This design comes from an exercise in tuning for small area, a short achievable clock period and few clock cycles on the open sky130 flow, not from production work.
Only simulation tests tie the RTL to the original design; equivalence was not proved.

==> flow/design.v (excerpt) <==
module css_disckey (
    input  wire        clk,
    input  wire        rst,         
    input  wire        start,
    output wire        ready,
    output wire [8:0]  slot_addr,
    input  wire [39:0] slot_data,
    output wire        done,
    output wire        found,
    output wire [39:0] disc_key
);
    localparam [15:0] KL0_0 = 16'hDFDC;
    localparam [15:0] KL0_1 = 16'hDDFE;
    localparam [15:0] KL0_2 = 16'h7701;
    localparam [15:0] KL0_3 = 16'h3D3C;
    localparam [15:0] KL0_4 = 16'h6779;
    localparam [15:0] KL0_5 = 16'hCB55;
    localparam [15:0] KL0_6 = 16'hB240;
    localparam [15:0] KL0_7 = 16'h02FC;
    localparam [15:0] KL0_8 = 16'h75B3;
    localparam [15:0] KL0_9 = 16'hD75F;
    localparam [15:0] KL0_10 = 16'hB941;
    localparam [15:0] KL0_11 = 16'h2581;
    localparam [15:0] KL0_12 = 16'hC5DC;
    localparam [15:0] KL0_13 = 16'h148F;
    localparam [15:0] KL0_14 = 16'hD020;
    localparam [15:0] KL0_15 = 16'h2811;
    localparam [15:0] KL0_16 = 16'h8F1A;
    localparam [15:0] KL0_17 = 16'h95F6;
    localparam [15:0] KL0_18 = 16'h4E29;
    localparam [15:0] KL0_19 = 16'hC0B9;
    localparam [15:0] KL0_20 = 16'h88C2;
    localparam [15:0] KL0_21 = 16'h5CF6;
    localparam [15:0] KL0_22 = 16'hEFED;
    localparam [15:0] KL0_23 = 16'hF5C0;
    localparam [15:0] KL0_24 = 16'hEF95;
    localparam [15:0] KL0_25 = 16'h34A9;
    localparam [15:0] KL0_26 = 16'h104F;
    localparam [15:0] KL0_27 = 16'h7470;
  ...
Settings: LEC_CHECK=0, CAP_MARGIN=20, CORE_MARGIN=2, CORE_UTILIZATION=50, PLACE_DENSITY=0.7, SETUP_SLACK_MARGIN=3.0, SLEW_MARGIN=20, SYNTH_HIERARCHICAL=1, SYNTH_MINIMUM_KEEP_SIZE=100; clock period 6.0 ns.
standard.sh (not shown) runs the stock make flow with config.mk's settings and CLKGATE_MAP_FILE= SYNTH_SCRIPT=/design/flow/synth_recipe.tcl, a recipe that flattens the netlist after the stock synthesis.
==> flow/flow/run.sh <==
#!/bin/bash
set -euo pipefail
export BUFFER_PORTS_ARGS="-buffer_cell sky130_fd_sc_hd__buf_2"
bash standard.sh > standard.log 2>&1
The starting point finished with timing, DRC and antenna clean.
Testbench counts at the start, summed over its fixed seeds: cycles 138,914.
Then changed:
--- a/flow/config.mk
+++ b/flow/config.mk
@@ -10,6 +10,5 @@
 export CORE_UTILIZATION = 50
 export PLACE_DENSITY = 0.7
-export SETUP_SLACK_MARGIN = 3.0
+export SETUP_SLACK_MARGIN = 2.9
 export SLEW_MARGIN = 20
 export SYNTH_HIERARCHICAL = 1
-export SYNTH_MINIMUM_KEEP_SIZE = 100
Effect: Fmax went up by 4.9%. Via count fell by 2.4%. Routed wire length falls by about 10%. Non-clock buffer count came out lower by 72. Core utilization went down by 2.0 points. Critical path depth drops by 4. Clock skew is lower by 6.5 ps. Worst setup slack is better by 150 ps.
Then changed:
--- a/flow/config.mk
+++ b/flow/config.mk
@@ -6,9 +6,9 @@
 export NUM_CORES = 4
 export LEC_CHECK = 0
-export CAP_MARGIN = 20
+export CAP_MARGIN = 5
 export CORE_MARGIN = 2
 export CORE_UTILIZATION = 50
 export PLACE_DENSITY = 0.7
-export SETUP_SLACK_MARGIN = 2.9
-export SLEW_MARGIN = 20
+export SETUP_SLACK_MARGIN = 3.0
+export SLEW_MARGIN = 5
 export SYNTH_HIERARCHICAL = 1
After rerunning: Critical path depth increases by 1. Via count increases slightly. Maximum frequency rose by a few percent. Core utilization rose by 0.63 points.
Then changed:
--- a/flow/config.mk
+++ b/flow/config.mk
@@ -6,9 +6,9 @@
 export NUM_CORES = 4
 export LEC_CHECK = 0
-export CAP_MARGIN = 5
+export CAP_MARGIN = 20
 export CORE_MARGIN = 2
 export CORE_UTILIZATION = 50
 export PLACE_DENSITY = 0.7
-export SETUP_SLACK_MARGIN = 3.0
-export SLEW_MARGIN = 5
+export SETUP_SLACK_MARGIN = 3.2
+export SLEW_MARGIN = 20
 export SYNTH_HIERARCHICAL = 1
After rerunning: The changed run produced a clean layout; cell count rose by 1.7%; utilization grows by 2.4 points; non-clock buffer count grows by 63; routed wire length is higher by 2.8%; worst hold slack is worse by 22 ps; global-route usage grows by 0.43 points; via count rises by 1.9%.

* * *

css_disckey, a different RTL version from the one above (not shown whole).
Size: ~3,300 cells after synthesis, about 33,000 um^2 of cells after synthesis.
==> flow/config.mk <==
export PLATFORM = sky130hd
export DESIGN_NAME = css_disckey
export DESIGN_NICKNAME = css_disckey
export VERILOG_FILES = /design/flow/design.v
export SDC_FILE = /design/flow/constraint.sdc
export NUM_CORES = 4
export LEC_CHECK = 0
export CAP_MARGIN = 20
export CORE_MARGIN = 2
export CORE_UTILIZATION = 40
export PLACE_DENSITY = 0.6
export SETUP_SLACK_MARGIN = 3.1
export SLEW_MARGIN = 20
export SYNTH_HIERARCHICAL = 1
==> flow/constraint.sdc <==
create_clock -name core_clock -period 6.0 [get_ports {clk}]
set_input_delay 1.2000 -clock core_clock [delete_from_list [all_inputs] [get_ports {clk}]]
set_output_delay 1.2000 -clock core_clock [all_outputs]
set_load 0.01 [all_outputs]
Scripts as last shown in full above: flow/flow/run.sh
The baseline went through all stages and came out clean.
Testbench counts at the start, summed over its fixed seeds: cycles 138,818.
Edit:
--- a/flow/config.mk
+++ b/flow/config.mk
@@ -6,9 +6,10 @@
 export NUM_CORES = 4
 export LEC_CHECK = 0
+export ABC_AREA = 1
 export CAP_MARGIN = 20
 export CORE_MARGIN = 2
-export CORE_UTILIZATION = 40
-export PLACE_DENSITY = 0.6
-export SETUP_SLACK_MARGIN = 3.1
+export CORE_UTILIZATION = 50
+export PLACE_DENSITY = 0.7
+export SETUP_SLACK_MARGIN = 3.2
 export SLEW_MARGIN = 20
 export SYNTH_HIERARCHICAL = 1
Result: Critical path depth came out lower by 1. Final cell count came out higher by 47%. Via count came out higher by 38%. Die area came out lower by 9.4%. Design area came out higher by 8.6%. Clock skew is about the same. Setup slack is better by 0.061 ns.
Edit:
==> flow/run.sh (new file) <==
#!/bin/bash
# synth_recipe.tcl (not shown) runs the flow's synth.tcl, then flattens the netlist and writes it again
# the make line also repeats each setting of config.mk as NAME=value (left out here)
make -C /OpenROAD-flow-scripts/flow DESIGN_CONFIG=/design/flow/config.mk WORK_HOME=/design/flow/orfs CLKGATE_MAP_FILE= SYNTH_SCRIPT=/design/flow/synth_recipe.tcl finish
--- a/flow/config.mk
+++ b/flow/config.mk
@@ -6,10 +6,9 @@
 export NUM_CORES = 4
 export LEC_CHECK = 0
-export ABC_AREA = 1
 export CAP_MARGIN = 20
 export CORE_MARGIN = 2
-export CORE_UTILIZATION = 50
-export PLACE_DENSITY = 0.7
-export SETUP_SLACK_MARGIN = 3.2
+export CORE_UTILIZATION = 40
+export PLACE_DENSITY = 0.6
+export SETUP_SLACK_MARGIN = 3.4
 export SLEW_MARGIN = 20
 export SYNTH_HIERARCHICAL = 1
removed: flow/flow/run.sh
removed: flow/standard.sh
What happened: Via count goes down by 24%; area after synthesis goes down by 12%; final area goes up by 0.42%.

-- static timing again, ports no longer ideal --
The flow's constraints put no driver on any port. The routed layouts listed below were extracted and timed again, unchanged, in two steps. Step 1 sets driving cells, clkbuf_16 on the clock port and buf_2 on the other inputs (assumed; they add their load-dependent delay and slew). Step 2 also shifts input and output timing later by t, the mid clock arrival at the registers, as if the neighbouring blocks saw the same clock. Three values: ideal, step 1, step 2; two values: the first two.
run | shift t [ns] | slack for setup (ns) | hold WS [ns]
the first run of note 1 | 0.679 | 2.724 / 2.724 / 2.724 | 0.397 / 0.397 / 0.397
the second run of note 1 | 0.671 | 2.878 / 2.878 / 2.878 | 0.416 / 0.416 / 0.416
the third run of note 1 | 0.644 | 3.015 / 3.015 / 2.963 | 0.393 / 0.393 / 0.393
the fourth run of note 1 | 0.666 | 3.025 / 3.025 / 2.948 | 0.371 / 0.371 / 0.371
the first run of note 2 | 0.686 | 3.074 / 3.074 / 3.054 | 0.391 / 0.391 / 0.391
the second run of note 2 | 0.689 | 3.135 / 3.135 / 3.135 | 0.386 / 0.386 / 0.386
the third run of note 2 | 0.688 | 3.050 / 3.050 / 2.862 | 0.371 / 0.371 / 0.371
After both steps setup and hold are still met in every run listed. For the third run of note 2, which loses most, drivers alone change the setup slack by 0.000 ns; drivers and shift together by -0.188 ns.
